Context: an optimization exercise on an open-source flow, tuned for small area, a short achievable clock period and few clock cycles. The choices shown serve that exercise and are no tape-out recipe. RTL that was checked went through simulation tests only; none was proved equivalent to the original. No activity file was given, so power comes from the tool's default toggle rates.

==> flow/design.v (excerpt) <==
module xcc_fifo128 (
    input  wire        clk,
    input  wire        rst,
    input  wire        p_cmd_valid,
    input  wire [15:0] p_cmd,
    input  wire [31:0] p_mdata,
    output reg         p_rsp_valid,
    output reg  [15:0] p_rsp,
    input  wire        c_cmd_valid,
    input  wire [15:0] c_cmd,
    output reg         c_rsp_valid,
    output reg  [15:0] c_rsp
);
Size in the first run: ~3,900 cells after synthesis, ~1,400 flip-flops, about 100 I/O pins.
export LEC_CHECK = 0
export CAP_MARGIN = 20
export CORE_MARGIN = 2
export CORE_UTILIZATION = 55
export CTS_BUF_LIST = sky130_fd_sc_hd__clkbuf_8
export SETUP_SLACK_MARGIN = 4.3
export SLEW_MARGIN = 20
export SYNTH_HIERARCHICAL = 1
export SYNTH_MINIMUM_KEEP_SIZE = 0
export TNS_END_PERCENT = 5
create_clock -name core_clock -period 7.0 [get_ports {clk}]
standard.sh (not shown) runs the stock make flow with config.mk's settings and CLKGATE_MAP_FILE= SYNTH_SCRIPT=/design/flow/synth_recipe.tcl, a recipe that flattens the netlist after the stock synthesis.
==> flow/flow/run.sh <==
#!/bin/bash
# The standard layout (the standard.sh, standard synthesis included),
# with the port buffers that buffer_ports inserts made buf_4 cells instead
# of the weakest buffer it picks by default. Every port still gets its own
# buffer. make's full output goes to standard_flow.log here; ORFS's own
# per-step logs are under orfs/logs.
set -euo pipefail
export BUFFER_PORTS_ARGS="-buffer_cell sky130_fd_sc_hd__buf_4"
bash standard.sh "BUFFER_PORTS_ARGS=-buffer_cell sky130_fd_sc_hd__buf_4" finish > standard_flow.log 2>&1
Testbench counts at the start, summed over its fixed seeds: cycles 6,942.
==> next run, changes <==
--- a/flow/design.v
+++ b/flow/design.v
@@ -43,17 +43,16 @@
     reg  [7:0]  p_fr;            
     reg  [7:0]  p_rel;           
     reg  [15:0] m_code;
     reg  [31:0] m_rot0, m_rot1, m_rot2;
     reg  [31:0] m_trans0, m_trans1, m_trans2;
     reg  [6:0]  m_vld;           
     reg         e_busy;
     reg  [4:0]  e_rem;           
-    reg  [7:0]  e_free;          
     reg  [7:0]  c_rbin;
     reg         c_vopen;
     reg  [7:0]  c_vlen;
     reg         c_err;
     reg  [3:0]  c_ecause;
     reg  [15:0] c_ecmd;
     reg  [6:0]  r_pa;
     reg  [6:0]  r_pidx;
@@ -62,16 +61,17 @@
     reg         r_ready;         
     wire       p_room    = (p_fr >= 8'd30);
     wire [7:0] p_fr_rel  = p_fr + p_rel;
     wire [7:0] p_wadd    = p_gopen ? p_glen : 8'd30;
     wire [7:0] p_wbin_add = p_wbin + p_wadd;
     wire [7:0] p_fr_sub  = p_fr_rel - p_wadd;
     wire [7:0] c_avail   = p_wbin - c_rbin;
     wire [7:0] c_avail_e = c_avail + 8'd30;
+    wire [7:0] e_free_now = (p_fr > 8'd98) ? 8'd128 : p_fr + 8'd30;
     reg [7:0] fb_raw;
     reg       fb_vld;
     always @(*) begin
         fb_vld = 1'b1;
         case (e_rem)
             5'd29: fb_raw = 8'hAA;
             5'd28: begin fb_raw = m_code[7:0];     fb_vld = m_vld[0]; end
             5'd27: begin fb_raw = m_code[15:8];    fb_vld = m_vld[0]; end
@@ -176,17 +176,17 @@
             4'h9:    begin p_rdata = p_fr; p_rst = ST_FULL; end
             default: p_rdata = p_status_data;
         endcase
         if (p_illegal) begin
             p_rdata = {4'd0, p_cause};
             p_rst   = ST_ILLEGAL;
         end
         if (e_busy) begin
-            p_rdata = e_free;
+            p_rdata = e_free_now;
             p_rst   = ST_OK;
         end
     end
     always @(posedge clk) begin
         p_rsp <= {p_rdata, 5'b00000, p_rst};
     end
     always @(posedge clk) begin
         if (p_ld) begin
@@ -245,17 +245,16 @@
             end
             if (p_emit && !p_room)
                 m_vld   <= 7'd0;
             if (e_start) begin
                 p_wbin  <= p_wbin_add;
                 p_fr    <= p_fr_sub;
                 e_busy  <= 1'b1;
                 e_rem   <= FRAME_LAST;
-                e_free  <= p_fr;
             end
             if (e_busy) begin
                 e_rem   <= e_rem - 5'd1;
                 if (e_last) begin
                     e_busy <= 1'b0;
                     m_vld  <= 7'd0;
                 end
             end
@@ -312,20 +311,20 @@
     generate
         for (gi = 0; gi < 16; gi = gi + 1) begin : g_grp
             xcc_fifo128_ao8 u_ao (
                 .d0(mem[8*gi]),   .d1(mem[8*gi+1]), .d2(mem[8*gi+2]), .d3(mem[8*gi+3]),
                 .d4(mem[8*gi+4]), .d5(mem[8*gi+5]), .d6(mem[8*gi+6]), .d7(mem[8*gi+7]),
                 .s(r_sel[8*gi +: 8]), .y(r_grp[gi]));
         end
     endgenerate
-    wire [7:0] r_mem = r_grp[0]  | r_grp[1]  | r_grp[2]  | r_grp[3]  |
-                       r_grp[4]  | r_grp[5]  | r_grp[6]  | r_grp[7]  |
-                       r_grp[8]  | r_grp[9]  | r_grp[10] | r_grp[11] |
-                       r_grp[12] | r_grp[13] | r_grp[14] | r_grp[15];
+    wire [127:0] r_grps = {r_grp[15], r_grp[14], r_grp[13], r_grp[12],
+                           r_grp[11], r_grp[10], r_grp[9],  r_grp[8],
+                           r_grp[7],  r_grp[6],  r_grp[5],  r_grp[4],
+                           r_grp[3],  r_grp[2],  r_grp[1],  r_grp[0]};
     wire       r_fwd   = w_en && (w_addr == r_pa);
     wire       r_hit   = r_pvalid && (c_arg[6:0] == r_pidx);
     wire       r_done  = r_wait && r_ready;
     wire [7:0] c_rbin_arg = c_rbin + c_arg;
     wire c_take = c_cmd_valid && !r_wait;
     wire c_try  = c_take && c_ok_t;
     wire c_peek = c_take && c_ok_p;
     wire c_rel  = c_take && c_ok_r;
@@ -346,18 +345,20 @@
             c_rdata = {4'd0, c_cause};
             c_rst   = ST_ILLEGAL;
         end
         if (r_wait) begin
             c_rdata = w_data;
             c_rst   = ST_OK;
         end
     end
+    wire [7:0] c_byte;
+    xcc_fifo128_rsel u_rsel (.g(r_grps), .sel(c_mem), .alt(c_rdata), .y(c_byte));
     always @(posedge clk) begin
-        c_rsp <= {c_mem ? r_mem : c_rdata, 5'b00000, c_rst};
+        c_rsp <= {c_byte, 5'b00000, c_rst};
     end
     always @(posedge clk) begin
         if (!c_err) begin
             c_ecause <= c_cause;
             c_ecmd   <= c_cmd;
         end
     end
     always @(posedge clk) begin
@@ -413,8 +414,20 @@
 module xcc_fifo128_ao8 (
     input  wire [7:0] d0, d1, d2, d3, d4, d5, d6, d7,
     input  wire [7:0] s,
     output wire [7:0] y
 );
     assign y = (d0 & {8{s[0]}}) | (d1 & {8{s[1]}}) | (d2 & {8{s[2]}}) | (d3 & {8{s[3]}}) |
                (d4 & {8{s[4]}}) | (d5 & {8{s[5]}}) | (d6 & {8{s[6]}}) | (d7 & {8{s[7]}});
 endmodule
+module xcc_fifo128_rsel (
+    input  wire [127:0] g,
+    input  wire         sel,
+    input  wire [7:0]   alt,
+    output wire [7:0]   y
+);
+    wire [7:0] o = g[7:0]     | g[15:8]    | g[23:16]   | g[31:24]   |
+                   g[39:32]   | g[47:40]   | g[55:48]   | g[63:56]   |
+                   g[71:64]   | g[79:72]   | g[87:80]   | g[95:88]   |
+                   g[103:96]  | g[111:104] | g[119:112] | g[127:120];
+    assign y = sel ? o : alt;
+endmodule
Worst setup slack improved by 160 ps.
Critical path depth stays the same.
Cell count fell slightly.
Global-route usage goes down by 1.0 points.
Clock power goes down by a few percent.
No functional check of the RTL was part of the second run of this note.

[separate check: timing with driven ports]
The results above use ideal ports. As a check the final layouts listed here were re-extracted and re-timed, cells and wires unchanged.
Step 1 assumes that a clkbuf_16 drives the clock port and a buf_2 every other input.
Step 2 also shifts input and output timing later by t, the mid clock arrival at the registers, as if the neighbouring blocks saw the same clock.
Three values: ideal, step 1, step 2; two values: the first two.
run	t (ns)	setup slack, ns	hold WS [ns]	worst setup path after step 2
the first run	0.964	3.703 / 3.703 / 2.911	0.476 / 0.476 / 0.476	input to register
the second run	0.958	3.858 / 3.885 / 2.927	0.471 / 0.471 / 0.471	input to register
After both steps every run listed still meets setup and hold. For the second run, which loses most, drivers alone change the setup slack by +0.027 ns; drivers and shift together by -0.931 ns.
